Context: an optimization exercise on an open-source flow, tuned for small area, a short achievable clock period and few clock cycles. The choices shown serve that exercise and are no tape-out recipe. Where RTL was checked, it was by simulation tests only, not by an equivalence proof against the original. Power figures rest on the tool's default switching activity, not on a simulated workload.

Design rbsm_matcher, start of the top module:
module rbsm_matcher #(
    parameter PAT_MAX = 8,     
    parameter N_SLOT  = 11     
) (
    input  wire        clk,
    input  wire        rst,           
    input  wire        pl_clr,        
    input  wire        pl_push,       
    input  wire [3:0]  pl_slot,
    input  wire [7:0]  pl_byte,
    input  wire        cmd_wait,
    input  wire        cmd_mok,
    input  wire        cmd_merr,
    input  wire        cmd_clr,
    input  wire [31:0] cmd_timeout,
    input  wire        ms_tick,
    input  wire        rx_valid,
    input  wire [7:0]  rx_byte,
    output wire        rx_ready,
    output wire        busy,
    output reg         done,
    output reg  [2:0]  outcome,
    output wire        urc_valid,
    output reg  [2:0]  urc_index,
    input  wire        urc_done
);
For scale: ~900 flip-flops.
==> module rbsm_matcher, before the edit <==
module rbsm_matcher #(
    parameter PAT_MAX = 8,     
    parameter N_SLOT  = 11     
) (
    input  wire        clk,
    input  wire        rst,           
    input  wire        pl_clr,        
    input  wire        pl_push,       
    input  wire [3:0]  pl_slot,
    input  wire [7:0]  pl_byte,
    input  wire        cmd_wait,
    input  wire        cmd_mok,
    input  wire        cmd_merr,
    input  wire        cmd_clr,
    input  wire [31:0] cmd_timeout,
    input  wire        ms_tick,
    input  wire        rx_valid,
    input  wire [7:0]  rx_byte,
    output wire        rx_ready,
    output wire        busy,
    output reg         done,
    output reg  [2:0]  outcome,
    output wire        urc_valid,
    output reg  [2:0]  urc_index,
    input  wire        urc_done
);
    localparam LW = $clog2(PAT_MAX + 1);
    localparam HN = PAT_MAX - 1;           
    localparam [2:0] O_OK      = 3'd1,
                     O_ERROR   = 3'd2,
                     O_TIMEOUT = 3'd3,
                     O_MATCH1  = 3'd4;
    reg        busy_r, scan_r, urc_r, rep_r;
    reg [2:0]  rcnt;
    reg        mok, merr;
    reg [31:0] remain;
    reg        dirty;                      
    assign busy      = busy_r;
    assign rx_ready  = scan_r;
    assign urc_valid = urc_r;
    wire take   = rx_valid && scan_r;
    wire accept = !busy_r && cmd_wait;
    reg [8*PAT_MAX-1:0] pat [0:N_SLOT-1];
    reg [LW-1:0]        len [0:N_SLOT-1];
    reg       ld_clr, ld_push;
    reg [3:0] ld_slot;
    reg [7:0] ld_byte;
    always @(posedge clk) begin
        ld_clr  <= pl_clr && !rst;
        ld_push <= pl_push && !pl_clr && !rst;
        ld_slot <= pl_slot;
        ld_byte <= pl_byte;
    end
    reg [N_SLOT-1:0] len_is1;
    integer s;
    always @(*) begin
        for (s = 0; s < N_SLOT; s = s + 1)
            len_is1[s] = ((ld_clr || ld_push) && ld_slot == s) ? (ld_push && len[s] == 0)
                                                               : (len[s] == 1);
    end
    always @(posedge clk) begin
        for (s = 0; s < N_SLOT; s = s + 1) begin
            if (rst || (ld_clr && ld_slot == s))
                len[s] <= {LW{1'b0}};
            else if (ld_push && ld_slot == s && len[s] != PAT_MAX)
                len[s] <= len[s] + 1'b1;
            if (ld_push && ld_slot == s && len[s] != PAT_MAX)
                pat[s] <= {pat[s][8*PAT_MAX-9:0], ld_byte};
        end
    end
    reg [8*HN-1:0] hist;
    reg [HN-1:0]   hval;
    wire [7:0] nbyte = rep_r ? hist[8*HN-1 -: 8] : rx_byte;
    wire clr_hist = (accept && cmd_clr) || (urc_r && urc_done);
    wire clr_pre  = clr_hist || (accept && dirty && !hval[0]);
    wire replay   = accept && !cmd_clr && dirty && hval[0];
    wire rep_end  = rep_r && rcnt == HN - 1;
    reg [N_SLOT-1:0] pre_a, pre_r, pre_a_n, pre_r_n;
    wire [N_SLOT-1:0] pre = pre_a & pre_r;
    reg              ok_k;
    integer i, k;
    always @(*) begin
        for (i = 0; i < N_SLOT; i = i + 1) begin
            pre_a_n[i] = (len[i] == 1) || (nbyte == pat[i][15:8]);
            ok_k = (len[i] != 0);
            for (k = 2; k < PAT_MAX; k = k + 1)
                if (k < len[i] && !(hval[k-2] && hist[8*(k-2) +: 8] == pat[i][8*k +: 8]))
                    ok_k = 1'b0;
            pre_r_n[i] = ok_k;
        end
    end
    reg pre_ok, pre_err;
    wire pre_ok_n  = (nbyte == 8'h0D) && hval[1] && (hist[15:0] == {"O", "K"});
    wire pre_err_n = (nbyte == 8'h0D) && hval[4] &&
                     (hist[39:0] == {"E", "R", "R", "O", "R"});
    always @(posedge clk) begin
        if (take || rep_r) begin
            pre_a   <= pre_a_n;
            pre_r   <= pre_r_n;
            pre_ok  <= pre_ok_n;
            pre_err <= pre_err_n;
        end else if (clr_pre) begin
            pre_a   <= {N_SLOT{1'b1}};
            pre_r   <= len_is1;
            pre_ok  <= 1'b0;
            pre_err <= 1'b0;
        end
    end
    always @(posedge clk) begin
        if (rst || clr_hist)
            hval <= {HN{1'b0}};
        else if (rep_r)
            hval <= {hval[HN-2:0], hval[HN-1]};
        else if (take)
            hval <= {hval[HN-2:0], 1'b1};
    end
    always @(posedge clk) begin
        if (take || rep_r)
            hist <= {hist[8*HN-9:0], nbyte};
        if (replay)
            rcnt <= 3'd0;
        else if (rep_r)
            rcnt <= rcnt + 1'b1;
    end
    always @(posedge clk) begin
        if (rst || pl_clr || pl_push)
            dirty <= 1'b1;
        else if (clr_pre || rep_end)
            dirty <= 1'b0;
    end
    reg [N_SLOT-1:0] hit;
    integer j;
    always @(*) begin
        for (j = 0; j < N_SLOT; j = j + 1)
            hit[j] = pre[j] && (rx_byte == pat[j][7:0]);
    end
    wire lf     = (rx_byte == 8'h0A);
    wire hit_ok = mok && pre_ok && lf;
    wire hit_er = merr && pre_err && lf;
    wire       urc_any = |hit[7:0];
    wire       out_any = |hit[10:8] || hit_ok || hit_er;
    reg  [2:0] arb_idx, arb_outcome;
    integer u;
    always @(*) begin
        arb_idx = 3'd0;
        for (u = 7; u >= 0; u = u - 1)
            if (hit[u]) arb_idx = u[2:0];
        if (hit[8])       arb_outcome = O_MATCH1;
        else if (hit[9])  arb_outcome = O_MATCH1 + 3'd1;
        else if (hit[10]) arb_outcome = O_MATCH1 + 3'd2;
        else if (hit_ok)  arb_outcome = O_OK;
        else              arb_outcome = O_ERROR;
    end
    wire remain_zero = (remain == 32'd0);
    wire finish = scan_r && (rx_valid ? (out_any && !urc_any) : remain_zero);
    always @(posedge clk) begin
        if (rst) begin
            busy_r <= 1'b0;
            scan_r <= 1'b0;
            urc_r  <= 1'b0;
            rep_r  <= 1'b0;
            done   <= 1'b0;
        end else begin
            done  <= finish;
            if (!busy_r) begin
                busy_r <= cmd_wait;
                scan_r <= cmd_wait && !replay;
                rep_r  <= replay;
            end else if (rep_r) begin
                scan_r <= rep_end;
                rep_r  <= !rep_end;
            end else if (urc_r) begin
                if (urc_done) begin
                    urc_r  <= 1'b0;
                    scan_r <= 1'b1;
                end
            end else begin
                if (take && urc_any) begin
                    scan_r <= 1'b0;
                    urc_r  <= 1'b1;
                end
                if (finish) begin
                    scan_r <= 1'b0;
                    busy_r <= 1'b0;
                end
            end
        end
    end
    always @(posedge clk) begin
        if (accept) begin
            mok    <= cmd_mok;
            merr   <= cmd_merr;
            remain <= cmd_timeout;
        end else if (busy_r && ms_tick && !remain_zero) begin
            remain <= remain - 1'b1;
        end
        outcome <= rx_valid ? arb_outcome : O_TIMEOUT;
        if (scan_r)
            urc_index <= arb_idx;
    end
endmodule
Settings: LEC_CHECK=0, CAP_MARGIN=0, CORE_MARGIN=2, CORE_UTILIZATION=45, CTS_CLUSTER_DIAMETER=80, CTS_CLUSTER_SIZE=26, PLACE_DENSITY=0.6, SETUP_SLACK_MARGIN=5, SLEW_MARGIN=0; clock period 8.0 ns.
run.sh (not shown) runs the stock make flow with config.mk's settings and CLKGATE_MAP_FILE= SYNTH_SCRIPT=/design/flow/synth_recipe.tcl, a recipe that flattens the netlist after the stock synthesis.
Testbench counts at the start, summed over its fixed seeds: cycles 21,841.
==> next run, changes <==
--- a/flow/design.v
+++ b/flow/design.v
@@ -72,39 +72,35 @@
     reg [HN-1:0]   hval;
     wire [7:0] nbyte = rep_r ? hist[8*HN-1 -: 8] : rx_byte;
     wire clr_hist = (accept && cmd_clr) || (urc_r && urc_done);
     wire clr_pre  = clr_hist || (accept && dirty && !hval[0]);
     wire replay   = accept && !cmd_clr && dirty && hval[0];
     wire rep_end  = rep_r && rcnt == HN - 1;
-    reg [N_SLOT-1:0] pre_a, pre_r, pre_a_n, pre_r_n;
-    wire [N_SLOT-1:0] pre = pre_a & pre_r;
+    reg [N_SLOT-1:0] pre, pre_n;
     reg              ok_k;
     integer i, k;
     always @(*) begin
         for (i = 0; i < N_SLOT; i = i + 1) begin
-            pre_a_n[i] = (len[i] == 1) || (nbyte == pat[i][15:8]);
-            ok_k = (len[i] != 0);
+            ok_k = (nbyte == pat[i][15:8]);
             for (k = 2; k < PAT_MAX; k = k + 1)
                 if (k < len[i] && !(hval[k-2] && hist[8*(k-2) +: 8] == pat[i][8*k +: 8]))
                     ok_k = 1'b0;
-            pre_r_n[i] = ok_k;
+            pre_n[i] = (len[i] == 1) || (len[i] > 1 && ok_k);
         end
     end
     reg pre_ok, pre_err;
     wire pre_ok_n  = (nbyte == 8'h0D) && hval[1] && (hist[15:0] == {"O", "K"});
     wire pre_err_n = (nbyte == 8'h0D) && hval[4] &&
                      (hist[39:0] == {"E", "R", "R", "O", "R"});
     always @(posedge clk) begin
         if (take || rep_r) begin
-            pre_a   <= pre_a_n;
-            pre_r   <= pre_r_n;
+            pre     <= pre_n;
             pre_ok  <= pre_ok_n;
             pre_err <= pre_err_n;
         end else if (clr_pre) begin
-            pre_a   <= {N_SLOT{1'b1}};
-            pre_r   <= len_is1;
+            pre     <= len_is1;
             pre_ok  <= 1'b0;
             pre_err <= 1'b0;
         end
     end
     always @(posedge clk) begin
         if (rst || clr_hist)
Result: Setup slack loses 0.099 ns; fmax came out lower by 3.2%; utilization came out higher by 1.3 points; register-to-register slack loses 0.20 ns; sequential share of layout area came out lower by 1.5 points; clock-buffer cell count came out higher by 2; via count came out higher by 1.7%; design area came out higher by 1.2%; clock power came out lower by about 3%; cell count came out higher by 1.6%; power came out lower by 2.4%.
Function not checked in the second run of this note: the RTL went through the layout flow alone.

## what the ideal ports hide
The results above use ideal ports. As a check the final layouts listed here were re-extracted and re-timed, cells and wires unchanged.
Step 1, drivers: a clkbuf_16 drives clk and a buf_2 each remaining input, both assumed.
Step 2 also shifts input and output timing later by t, the mid clock arrival at the registers, as if the neighbouring blocks saw the same clock.
Slacks: ideal ports / drivers / drivers and shift; pairs: ideal ports / drivers.
| run | t, ns | setup slack, ns | worst setup path at the end | worst data-port slew with drivers (ns) | cell pins on the clock port's net |
|---|---|---|---|---|---|
| the first run | 0.672 | 5.047 / 4.993 / 4.399 | input to register | 0.05 | 1 |
| the second run | 0.679 | 4.948 / 4.948 / 4.349 | input to register | 0.06 | 1 |
After both steps every run listed still meets setup and hold. For the first run, which loses most, drivers alone change the setup slack by -0.054 ns; drivers and shift together by -0.648 ns.
